From an optimization exercise on the open Yosys and OpenROAD flow, aimed at small area, a short achievable clock period and few clock cycles per item; shortcuts taken in it are not production practice.
The RTL was checked by simulation tests, not by an equivalence proof against the original design.
Power is estimated from default activity; no workload was simulated.

`flow/design.v`:
```
module picycle (
    input  wire         clk,
    input  wire         rst,           
    input  wire [63:0]  cmd,
    input  wire         cmd_valid,
    output wire         cmd_ready,
    output wire [31:0]  pwm_pulse,
    output reg          pwm_write,
    output wire [191:0] led,
    output wire [31:0]  seq_pos,
    output wire         seq_valid,
    output wire         seq_done,
    output wire         seq_dir,
    output wire [31:0]  seq_cycles,
    output wire         status_ill
);
    localparam [21:0] PULSE_LOWER = 22'd500000;
    localparam [20:0] BLINK_U     = 21'd1000000;    
    localparam [21:0] BLINK_2U    = 22'd2000000;
    wire [7:0]  opc = cmd[63:56];
    wire [7:0]  fn  = cmd[55:48];
    wire [15:0] rsv = cmd[47:32];
    wire [31:0] imm = cmd[31:0];
    wire rsv_ok   = (rsv == 16'd0);
    wire fn_zero  = (fn == 8'd0);
    wire fn_hi0   = (fn[7:1] == 7'd0);
    wire imm_zero = (imm == 32'd0);
    wire is_nop     = rsv_ok && opc == 8'h00 && fn_zero && imm_zero;
    wire is_act_tgt = rsv_ok && opc == 8'h10 && fn_zero;
    wire is_act_adv = rsv_ok && opc == 8'h11 && fn_zero && imm_zero;
    wire is_seq_cfg = rsv_ok && opc == 8'h20 && fn[7:3] == 5'd0;
    wire is_seq_rst = rsv_ok && opc == 8'h21 && fn_hi0 && imm_zero;
    wire is_seq_adv = rsv_ok && opc == 8'h22 && fn_hi0 && imm_zero;
    wire is_dsp_col = rsv_ok && opc == 8'h30 && fn_zero;
    wire is_dsp_blk = rsv_ok && opc == 8'h31 && fn_hi0;
    wire is_dsp_rnd = rsv_ok && opc == 8'h32 && fn_zero;
    wire is_dsp_adv = rsv_ok && opc == 8'h33 && fn_zero;
    wire is_legal   = is_nop | is_act_tgt | is_act_adv | is_seq_cfg | is_seq_rst |
                      is_seq_adv | is_dsp_col | is_dsp_blk | is_dsp_rnd | is_dsp_adv;
    reg  busy;
    assign cmd_ready = ~busy;
    wire take = cmd_valid & ~busy;
    reg pend_act;           
    reg pend_seq;           
    reg pend_c;             
    reg [2:0] eng;          
    localparam [2:0] E_IDLE = 3'd0, E_MUL = 3'd1, E_AP1 = 3'd2, E_AP2 = 3'd3, E_FRQ = 3'd4;
    reg ill;
    assign status_ill = ill;
    reg  [7:0]  ang;           
    reg         a2p_pend;
    reg  [21:0] act_cmd, act_cur;
    reg  [20:0] act_a;         
    reg         act_sgn;       
    reg         a_stale;       
    reg  [15:0] q_r;           
    reg         q_up, q_big, q_none, q_ok;
    assign pwm_pulse = {10'd0, act_cur};
    wire [21:0] a2p_val = PULSE_LOWER + 22'd11111 * {14'd0, ang} + (({14'd0, ang} * 22'd57) >> 9);
    function [7:0] clamp_ang;
        input [31:0] x;
        begin
            if (x[31] || x == 32'd0) clamp_ang = 8'd0;
            else if (x[30:8] != 23'd0 || x[7:0] >= 8'd180) clamp_ang = 8'd180;
            else clamp_ang = x[7:0];
        end
    endfunction
    wire        adv_ready = q_ok & ~a_stale & ~a2p_pend;
    wire [15:0] delta     = q_big ? q_r + {15'd0, q_up} : 16'd2000;
    wire [21:0] cur_adv   = act_sgn ? act_cur - {6'd0, delta} : act_cur + {6'd0, delta};
    wire [21:0] a_m_d     = {1'b0, act_a} - {6'd0, delta};
    wire        a_lt_d    = a_m_d[21];
    wire [20:0] a_adv     = a_lt_d ? ({5'd0, delta} - act_a) : a_m_d[20:0];
    wire        do_adv    = adv_ready & ((take & is_act_adv) | pend_act);
    wire [22:0] dcmd  = {1'b0, act_cmd} - {1'b0, act_cur};
    wire [22:0] ndcmd = {1'b0, act_cur} - {1'b0, act_cmd};
    wire [20:0] a_new = dcmd[22] ? ndcmd[20:0] : dcmd[20:0];
    wire [47:0] q_prod = {27'd0, act_a} * 48'd128849019;
    wire        q_half = q_prod[31];
    wire        q_tie  = q_half && q_prod[30:24] == 7'd0;
    reg  [31:0] cfg_l, cfg_u, cfg_t, cfg_n;
    reg  [31:0] sl, su, st, sn;
    reg  [34:0] qa;            
    reg  [31:0] ra;            
    reg  [32:0] qm;            
    reg  [31:0] rm;            
    reg         ssign;         
    reg  [5:0]  dcnt;
    reg  [1:0]  sst;
    localparam [1:0] S_DIV = 2'd0, S_STEP = 2'd1, S_READY = 2'd2;
    reg  [31:0] seq_out, cyc;
    reg         dir, done, valid, esc;
    assign seq_pos    = seq_out;
    assign seq_valid  = valid;
    assign seq_done   = done;
    assign seq_dir    = dir;
    assign seq_cycles = cyc;
    wire [32:0] cdiff  = {cfg_u[31], cfg_u} - {cfg_l[31], cfg_l};
    wire [32:0] ncdiff = {cfg_l[31], cfg_l} - {cfg_u[31], cfg_u};
    wire [31:0] cdabs  = cdiff[32] ? ncdiff[31:0] : cdiff[31:0];
    wire [32:0] dv_r2  = {rm, qm[32]};
    wire [33:0] dv_sub = {1'b0, dv_r2} - {2'b0, st};
    wire        dv_fit = ~dv_sub[33];
    wire        dv_skip = (rm == 32'd0) && (qm[32:25] == 8'd0) && (dcnt >= 6'd8);
    wire        st_neg = dir ^ ssign;
    wire [32:0] sa1 = {1'b0, ra} + {1'b0, rm};
    wire [33:0] sa2 = {1'b0, sa1} - {2'b0, st};
    wire        sa_c = ~sa2[33];
    wire [32:0] sb1 = {1'b0, ra} - {1'b0, rm};
    wire        sb_b = sb1[32];
    wire [31:0] sb2 = sb1[31:0] + st;
    wire [31:0] ra_step = st_neg ? (sb_b ? sb2 : sb1[31:0]) : (sa_c ? sa2[31:0] : sa1[31:0]);
    wire [34:0] qa_step = st_neg ? qa - {2'b0, qm} - {34'd0, sb_b}
                                 : qa + {2'b0, qm} + {34'd0, sa_c};
    wire [32:0] ra2   = {ra, 1'b0};
    wire        r_up  = (ra2 > {1'b0, st}) || (ra2 == {1'b0, st} && qa[0]);
    wire [34:0] r_new = qa + {34'd0, r_up};
    wire        r_in  = (r_new[34:31] == 4'b0000) || (r_new[34:31] == 4'b1111);
    wire        hit_u = ~esc && r_new == {{3{su[31]}}, su};
    wire        hit_l = ~esc && r_new == {{3{sl[31]}}, sl};
    wire [31:0] cyc_inc = cyc + 32'd1;
    wire        seq_ready = (sst == S_READY);
    wire        do_seq = seq_ready & ((take & is_seq_adv & ~done) | pend_seq);
    wire        seq_c  = pend_seq ? pend_c : fn[0];
    reg  [23:0] dsp_color;
    reg  [7:0]  dsp_value;
    reg         blk_en, blk_phase;
    reg  [19:0] dv;            
    reg  [20:0] dfreq;         
    reg         vpend;         
    reg  [3:0]  vd;
    reg  [20:0] ex;            
    reg  [31:0] eimm;          
    reg  [5:0]  ecnt;
    wire shown = !blk_en || blk_phase;
    genvar gi;
    generate
        for (gi = 0; gi < 8; gi = gi + 1) begin : g_led
            assign led[24*gi +: 24] = (shown && dsp_value[gi]) ? dsp_color : 24'h000000;
        end
    endgenerate
    wire f_small  = (dfreq <= 21'd66666);      
    wire imm_small = (imm[31:4] == 28'd0);
    wire [19:0] dprod = imm[3:0] * dfreq[16:0];
    wire dflip = (dprod > dv);
    wire dsp_fast = blk_en & imm_small & f_small & ~vpend;
    wire [20:0] vx    = vpend ? (vd * dfreq[16:0]) : ((eng == E_AP1 && e_gtu) ? BLINK_U : ex);
    wire [21:0] vdiff = {2'b0, dv} - {1'b0, vx};
    wire        vneg  = vdiff[21];
    wire [19:0] v_upd = vneg ? (vdiff[19:0] + BLINK_U[19:0]) : vdiff[19:0];
    wire [22:0] et  = {1'b0, ex, 1'b0} + ((eng == E_FRQ) ? {22'd0, eimm[31]} : (eimm[31] ? {2'b0, dfreq} : 23'd0));
    wire [22:0] et4 = et - {BLINK_2U, 1'b0};
    wire [22:0] et2 = et - {1'b0, BLINK_2U};
    wire [20:0] e_red = ~et4[22] ? et4[20:0] : (~et2[22] ? et2[20:0] : et[20:0]);
    wire        e_gtu = (ex > BLINK_U);
    wire imm_f_fast = (imm[31:21] == 11'd0) && (imm[20:0] < BLINK_2U[20:0]);
    always @(posedge clk) begin
        pwm_write <= 1'b0;
        if (rst) begin
            busy      <= 1'b0;
            pend_act  <= 1'b0;
            pend_seq  <= 1'b0;
            pend_c    <= 1'b0;
            eng       <= E_IDLE;
            ill       <= 1'b0;
            ang       <= 8'd0;
            a2p_pend  <= 1'b0;
            act_cmd   <= PULSE_LOWER;
            act_cur   <= PULSE_LOWER;
            act_a     <= 21'd0;
            act_sgn   <= 1'b0;
            a_stale   <= 1'b0;
            q_ok      <= 1'b0;
            cfg_l     <= 32'd0;
            cfg_u     <= 32'd0;
            cfg_t     <= 32'd1;
            cfg_n     <= 32'd0;
            sl        <= 32'd0;
            su        <= 32'd0;
            st        <= 32'd1;
            sn        <= 32'd0;
            qa        <= 35'd0;
            ra        <= 32'd0;
            qm        <= 33'd0;
            rm        <= 32'd0;
            ssign     <= 1'b0;
            dcnt      <= 6'd0;
            sst       <= S_STEP;
            seq_out   <= 32'd0;
            cyc       <= 32'd0;
            dir       <= 1'b0;
            done      <= 1'b1;
            valid     <= 1'b0;
            esc       <= 1'b0;
            dsp_color <= 24'd0;
            dsp_value <= 8'd0;
            blk_en    <= 1'b0;
            blk_phase <= 1'b1;
            dv        <= BLINK_U[19:0] - 20'd1;
            dfreq     <= 21'd1000;
            vpend     <= 1'b0;
        end else begin
            a2p_pend <= 1'b0;
            if (a2p_pend) act_cmd <= a2p_val;
            a_stale <= a2p_pend;
            q_r    <= q_prod[47:32];
            q_up   <= q_half & ~(q_tie & ~q_prod[32]);
            q_big  <= (act_a >= 21'd66650);
            q_none <= (act_a <= 21'd16);
            q_ok   <= ~(a_stale | do_adv);
            if (a_stale) begin
                act_a   <= a_new;
                act_sgn <= dcmd[22];
            end else if (do_adv && !q_none) begin
                act_a   <= a_adv;
                act_sgn <= act_sgn ^ a_lt_d;
            end
            if (do_adv) begin
                pend_act <= 1'b0;
                if (!q_none) begin
                    act_cur   <= cur_adv;
                    pwm_write <= 1'b1;
                end
            end
            case (sst)
            S_DIV: begin
                if (dv_skip) begin
                    qm   <= {qm[24:0], 8'd0};
                    dcnt <= dcnt - 6'd8;
                    if (dcnt == 6'd8) sst <= S_STEP;
                end else begin
                    rm   <= dv_fit ? dv_sub[31:0] : dv_r2[31:0];
                    qm   <= {qm[31:0], dv_fit};
                    dcnt <= dcnt - 6'd1;
                    if (dcnt == 6'd1) sst <= S_STEP;
                end
            end
            S_STEP: begin
                qa  <= qa_step;
                ra  <= ra_step;
                sst <= S_READY;
            end
            default: ;
            endcase
            if (do_seq) begin
                pend_seq <= 1'b0;
                seq_out  <= r_new[31:0];
                valid    <= 1'b1;
                if (!r_in) esc <= 1'b1;
                if (hit_u || hit_l) dir <= ~dir;
                if (hit_l) begin
                    cyc <= cyc_inc;
                    if (cyc_inc == sn) done <= 1'b1;
                end
                if (seq_c) begin
                    ang      <= clamp_ang(r_new[31:0]);
                    a2p_pend <= 1'b1;
                end
                sst <= S_STEP;
            end
            vpend <= 1'b0;
            if (vpend) dv <= v_upd;
            case (eng)
            E_MUL, E_FRQ: begin
                ex   <= e_red;
                eimm <= {eimm[30:0], 1'b0};
                ecnt <= ecnt - 6'd1;
                if (ecnt == 6'd1) begin
                    if (eng == E_FRQ) begin
                        dfreq <= e_red;
                        eng   <= E_IDLE;
                    end else begin
                        eng <= E_AP1;
                    end
                end
            end
            E_AP1: begin
                dv <= v_upd;
                if (vneg) blk_phase <= ~blk_phase;
                ex  <= e_gtu ? ex - BLINK_U : 21'd0;
                eng <= E_AP2;
            end
            E_AP2: begin
                dv <= v_upd;
                if (vneg) blk_phase <= ~blk_phase;
                eng <= E_IDLE;
            end
            default: ;
            endcase
            if (take) begin
                if (!is_legal) begin
                    ill <= 1'b1;
                end else if (is_act_tgt) begin
                    ang      <= clamp_ang(imm);
                    a2p_pend <= 1'b1;
                end else if (is_act_adv) begin
                    if (!adv_ready) pend_act <= 1'b1;
                end else if (is_seq_cfg) begin
                    case (fn[2:0])
                        3'd0: cfg_l <= imm;
                        3'd1: cfg_u <= imm;
                        3'd2: if (!imm_zero) cfg_t <= imm;
                        3'd3: cfg_n <= imm;
                        default: ;
                    endcase
                end else if (is_seq_rst) begin
                    sl      <= cfg_l;
                    su      <= cfg_u;
                    st      <= cfg_t;
                    sn      <= cfg_n;
                    qa      <= {{3{cfg_l[31]}}, cfg_l};
                    ra      <= 32'd0;
                    qm      <= {cdabs, 1'b0};
                    rm      <= 32'd0;
                    ssign   <= cdiff[32];
                    dcnt    <= 6'd33;
                    sst     <= S_DIV;
                    seq_out <= cfg_l;
                    dir     <= 1'b0;
                    cyc     <= 32'd0;
                    done    <= 1'b0;
                    valid   <= 1'b1;
                    esc     <= 1'b0;
                    if (fn[0]) begin
                        ang      <= clamp_ang(cfg_l);
                        a2p_pend <= 1'b1;
                    end
                end else if (is_seq_adv) begin
                    if (done) valid <= 1'b0;
                    else if (!seq_ready) begin
                        pend_seq <= 1'b1;
                        pend_c   <= fn[0];
                    end
                end else if (is_dsp_col) begin
                    if (imm[31:24] == 8'd0) dsp_color <= imm[23:0];
                end else if (is_dsp_blk) begin
                    if (!fn[0]) begin
                        blk_en    <= 1'b0;
                        blk_phase <= 1'b1;
                        dv        <= BLINK_U[19:0] - 20'd1;
                    end else if (!imm_zero) begin
                        if (!blk_en) begin
                            blk_phase <= 1'b1;
                            dv        <= BLINK_U[19:0] - 20'd1;
                        end
                        blk_en <= 1'b1;
                        if (imm_f_fast) begin
                            dfreq <= imm[20:0];
                        end else begin
                            eimm <= imm;
                            ex   <= 21'd0;
                            ecnt <= 6'd32;
                            eng  <= E_FRQ;
                        end
                    end
                end else if (is_dsp_rnd) begin
                    if (!imm[31] && imm[30:8] == 23'd0) dsp_value <= imm[7:0];
                end else if (is_dsp_adv) begin
                    if (blk_en) begin
                        if (dsp_fast) begin
                            if (dflip) blk_phase <= ~blk_phase;
                            vd    <= imm[3:0];
                            vpend <= 1'b1;
                        end else begin
                            eimm <= imm;
                            ex   <= 21'd0;
                            ecnt <= 6'd32;
                            eng  <= E_MUL;
                        end
                    end
                end
            end
            busy <= 1'b0;
            if (take && is_legal) begin
                if (is_act_adv && !adv_ready) busy <= 1'b1;
                if (is_seq_adv && !done && !seq_ready) busy <= 1'b1;
                if (is_dsp_blk && fn[0] && !imm_zero && !imm_f_fast) busy <= 1'b1;
                if (is_dsp_adv && blk_en && !dsp_fast) busy <= 1'b1;
            end
            if (pend_act && !do_adv) busy <= 1'b1;
            if (pend_seq && !do_seq) busy <= 1'b1;
            if ((eng == E_MUL) || (eng == E_AP1) || (eng == E_FRQ && ecnt != 6'd1)) busy <= 1'b1;
        end
    end
endmodule
```
`flow/run.sh`:
```
#!/bin/bash
# synth_recipe.tcl (not shown) runs the flow's synth.tcl, then flattens the netlist and writes it again
# the make line also repeats each setting of config.mk as NAME=value (left out here)
make -C /OpenROAD-flow-scripts/flow DESIGN_CONFIG=/design/flow/config.mk WORK_HOME=/design/flow/orfs CLKGATE_MAP_FILE= SYNTH_SCRIPT=/design/flow/synth_recipe.tcl finish
```
`flow/config.mk`:
```
export PLATFORM = sky130hd
export DESIGN_NAME = picycle
export DESIGN_NICKNAME = picycle
export VERILOG_FILES = /design/flow/design.v
export SDC_FILE = /design/flow/constraint.sdc
export NUM_CORES = 4
export LEC_CHECK = 0
export CAP_MARGIN = 20
export CORE_MARGIN = 2
export CORE_UTILIZATION = 40
export SLEW_MARGIN = 20
```
`flow/constraint.sdc`:
```
create_clock -name core_clock -period 12.0 [get_ports {clk}]
set_input_delay 2.4000 -clock core_clock [delete_from_list [all_inputs] [get_ports {clk}]]
set_output_delay 2.4000 -clock core_clock [all_outputs]
set_load 0.01 [all_outputs]
```
==> run notes <==
## flip-flops by register name, summed over array words and instances (netlist names), 16 cells and up
signal and cells:
act_a 21, act_cmd 22, act_cur 22, cfg_l 32, cfg_n 32, cfg_t 32
cfg_u 32, cyc 32, dfreq 21, dsp_color 24, dv 20, eimm 32
ex 21, q_r 16, qa 35, qm 33, ra 32, rm 32
seq_out 32, sl 32, sn 32, st 32, su 32
## through the flow
step | hold WS, ns | utilization
floorplan | 0.4321 | -
global placement | 0.4375 | 0.4339
detailed placement | 0.4449 | 0.4339
CTS | 0.4324 | 0.4513
global route | 0.4602 | 0.4514
finish | 0.4513 | 0.4514
## report_power, final
| group | switching (uW) | leakage [uW] | internal, uW |
|---|---|---|---|
| Combinational | 2680 | 0.0301 | 1710 |
| Clock | 1290 | 0.00153 | 1710 |
| Sequential | 127 | 0.00587 | 2480 |
## logic make-up after synthesis
logic type,Yosys count
AO/OA/AOI/OAI,2377
XOR/XNOR,574
adder cells (fa/ha/maj),1235
buffers and inverters,1452
flip-flops,709
multiplexers,182
other,1
AND/OR/NAND/NOR,2990
## final timing paths
kind	slack [ns]	cells after the start	start	end
max reg2reg	2.90	33	rm[4]	qa[30]
min	0.45	2	cfg_n[24]	sn[24]
min reg2reg	0.45	2	cfg_n[24]	sn[24]
max	2.90	33	rm[4]	qa[30]
## layout make-up
class | count | area share
clock buffer | 118 | 0.03073
antenna | 13 | 0.0003886
clock inverter | 54 | 0.007682
inverter | 980 | 0.04400
tap | 2480 | 0.03707
multi-input combinational | 7368 | 0.6491
sequential | 709 | 0.1794
timing repair buffer | 456 | 0.05165
## metal layers
metal / global-route usage / routed length [um] / part of all wire / vias up
met1: 0.3788 / 121600 / 0.44 / 33860
met5: 0 / 76 / 0.00027 / -
li1: - / - / - / 33150
met4: 0.1193 / 12630 / 0.046 / 12
met3: 0.03961 / 18930 / 0.068 / 577
met2: 0.4515 / 124400 / 0.45 / 2659
## critical path: cells and delay by family (launching register included)
kind | cells | cell delay [ns]
AO/OA/AOI/OAI | 22 | 5.13
XOR/XNOR | 2 | 0.43
adder cells (fa/ha/maj) | 4 | 1.66
buffers and inverters | 1 | 0.07
flip-flops | 1 | 0.44
AND/OR/NAND/NOR | 4 | 1.18
## cell usage in the layout (no fill, tap or decap), drive strengths merged, types with 195 or more instances in the layout
| master | netlist | routed |
|---|---|---|
| a21o | 232 | 232 |
| a21oi | 910 | 910 |
| and3 | 283 | 283 |
| clkdlybuf4s50 | 0 | 348 |
| dfxtp | 627 | 627 |
| fa | 330 | 330 |
| ha | 905 | 905 |
| inv | 978 | 986 |
| nand2 | 1087 | 1087 |
| nor2 | 622 | 622 |
| nor3 | 195 | 195 |
| o21ai | 378 | 378 |
| xnor2 | 405 | 405 |
==> flow_metrics.env <==
export IMPL_status="timing/DRC/antenna clean"
export IMPL_worstPathArrival_ns=9.66
export IMPL_fp_row_count=158
export IMPL_worst_slack_ns=2.901
export IMPL_drv_cap=0
export IMPL_cts_sinks=709
export IMPL_yosysMostFrequentCell="nand2_1"
export IMPL_fill_cells=18650
export IMPL_grtUsageTotal=0.2821
export IMPL_synth_seq_cells=709
export IMPL_hold_class="flop to flop"
export IMPL_worstSetupEndpointType="flop"
export IMPL_syn_avg_cell_area_um2=7.847
export IMPL_drt_initial_drc_count=6408
export IMPL_yosys_area_share_simple=0.1922
export IMPL_ys_seq_area_frac=0.2010
export IMPL_synth_cell_types=105
export IMPL_power_density_nw_per_um2=119.3
export IMPL_grt_overflow=0
export IMPL_grt_max_degree=181
export IMPL_drt_pre_antenna_iters=6
export IMPL_cts_clk_slew_worst_paths_ns=0.07
export IMPL_power_leakage_uw=0.03747
export IMPL_tritoncts="done"
export IMPL_fin_nets=10910
export IMPL_via_count=70260
export IMPL_die_area_um2=190200
export IMPL_viasPerCell=5.770
export IMPL_postSynth_asyncResetShare=0
export IMPL_die_y_um=436.1
export IMPL_path_max_fanout=9
export IMPL_cp_slowest_cell="or4b_2"
export IMPL_numPortBuffers=350
export IMPL_multi_input_area_um2=54340
export IMPL_synth_ff_type="dfxtp_1"
export IMPL_wire_per_inst_um=22.79
export IMPL_final_antenna_net_count=0
export IMPL_crit_required_ns=12.56
export IMPL_post_cts_buffers=0
export IMPL_synth_top_cell_area_share=0.1680
export IMPL_crit_path_start_kind="flop"
export IMPL_numCtsBuffers=92
export IMPL_cts_root_buf="clkbuf_16"
export IMPL_synth_xor_area_frac=0.06750
export IMPL_fin_area_um2=83710
export IMPL_setup_viol=0
export IMPL_io_pins=361
export IMPL_drc=0
export IMPL_post_place_ws_ns=3.199
export IMPL_layout_min_cycle_time_ns=9.099
export IMPL_post_route_period_util=0.7583
export IMPL_insertion_delay_ns=0.75
export IMPL_design_core_area_um2=185400
export IMPL_syn_area_um2=74700
export IMPL_fin_setup_tns_ns=0
export IMPL_hpwl_um=215600
export IMPL_synth_compound_area_frac=0.2003
export IMPL_cpPeakStageDelay_ns=0.60
export IMPL_fin_cells=12180
export IMPL_clock_path_buffers=3
export IMPL_synth_adder_area_share=0.2400
export IMPL_relSlewSlack=0.2248
export IMPL_worstMarginPinSlew_ns=1.161
export IMPL_fmax_mhz=109.9
export IMPL_antenna_found_initial=32
export IMPL_dp_cells=11990
export IMPL_start_util=0.4028
export IMPL_synth_top_family_by_area="adder cells"
export IMPL_synth_largest_area_cell="dfxtp_1"
export IMPL_drive_above_1_share=0.04151
export IMPL_cts_resized=0
export IMPL_synth_edf_count=82
export IMPL_synth_commonest_cells="nand2_1, inv_1, a21oi_1, ha_1, dfxtp_1"
export IMPL_worst_ir_drop_vdd_uv=164.4
export IMPL_place_area_um2=80460
export IMPL_grt_pass1_vias=67350
export IMPL_grt_pass1_wl_um=418500
export IMPL_place_congestion=0.9647
export IMPL_hold_viol=0
export IMPL_area_delta_synth_final_pct=12.06
export IMPL_ys_warnings_count=1
export IMPL_critical_path_class="flop to flop"
export IMPL_fp_dieW_um=436.1
export IMPL_synth_mux_area_fraction=0.02469
export IMPL_seq_area_um2=15020
export IMPL_clock_skew_final_ns=0.03781
export IMPL_yosys_top_cells_area="dfxtp_1, ha_1, fa_1"
export IMPL_postSynthCellCount=9520
export IMPL_rsz0062_at_grt="no"
export IMPL_drv_slew=0
export IMPL_ctsHtreeMaxLevel=3
export IMPL_critical_path_most_common_cell="a21oi_1"
export IMPL_finalPower_uw=9986
export IMPL_hold_buffers=0
export IMPL_wl_um=277600
Testbench counts, summed over its fixed seeds: cycles 24,995, commands 24,000.

## separate check: timing with driven ports
The flow's constraints put no driver on any port. The routed layout listed below was extracted and timed again, unchanged, in two steps.
Step 1 (the two cells are an assumption about what drives the block):
set clk [get_ports {clk}]
set_driving_cell -lib_cell sky130_fd_sc_hd__clkbuf_16 $clk
set_driving_cell -lib_cell sky130_fd_sc_hd__buf_2 [delete_from_list [all_inputs] $clk]
Step 2 also shifts input and output timing later by t, the mid clock arrival at the registers, as if the neighbouring blocks saw the same clock.
Slacks: no drivers / after step 1 / after step 2; pairs: no drivers / after step 1.
t, ns: 0.809
setup WS [ns]: 2.901 / 2.901 / 2.901
slew at the worst register clock pin (ns): 0.07 / 0.07
After both steps setup and hold are still met in this run. For this run, drivers alone change the setup slack by 0.000 ns; drivers and shift together by 0.000 ns.
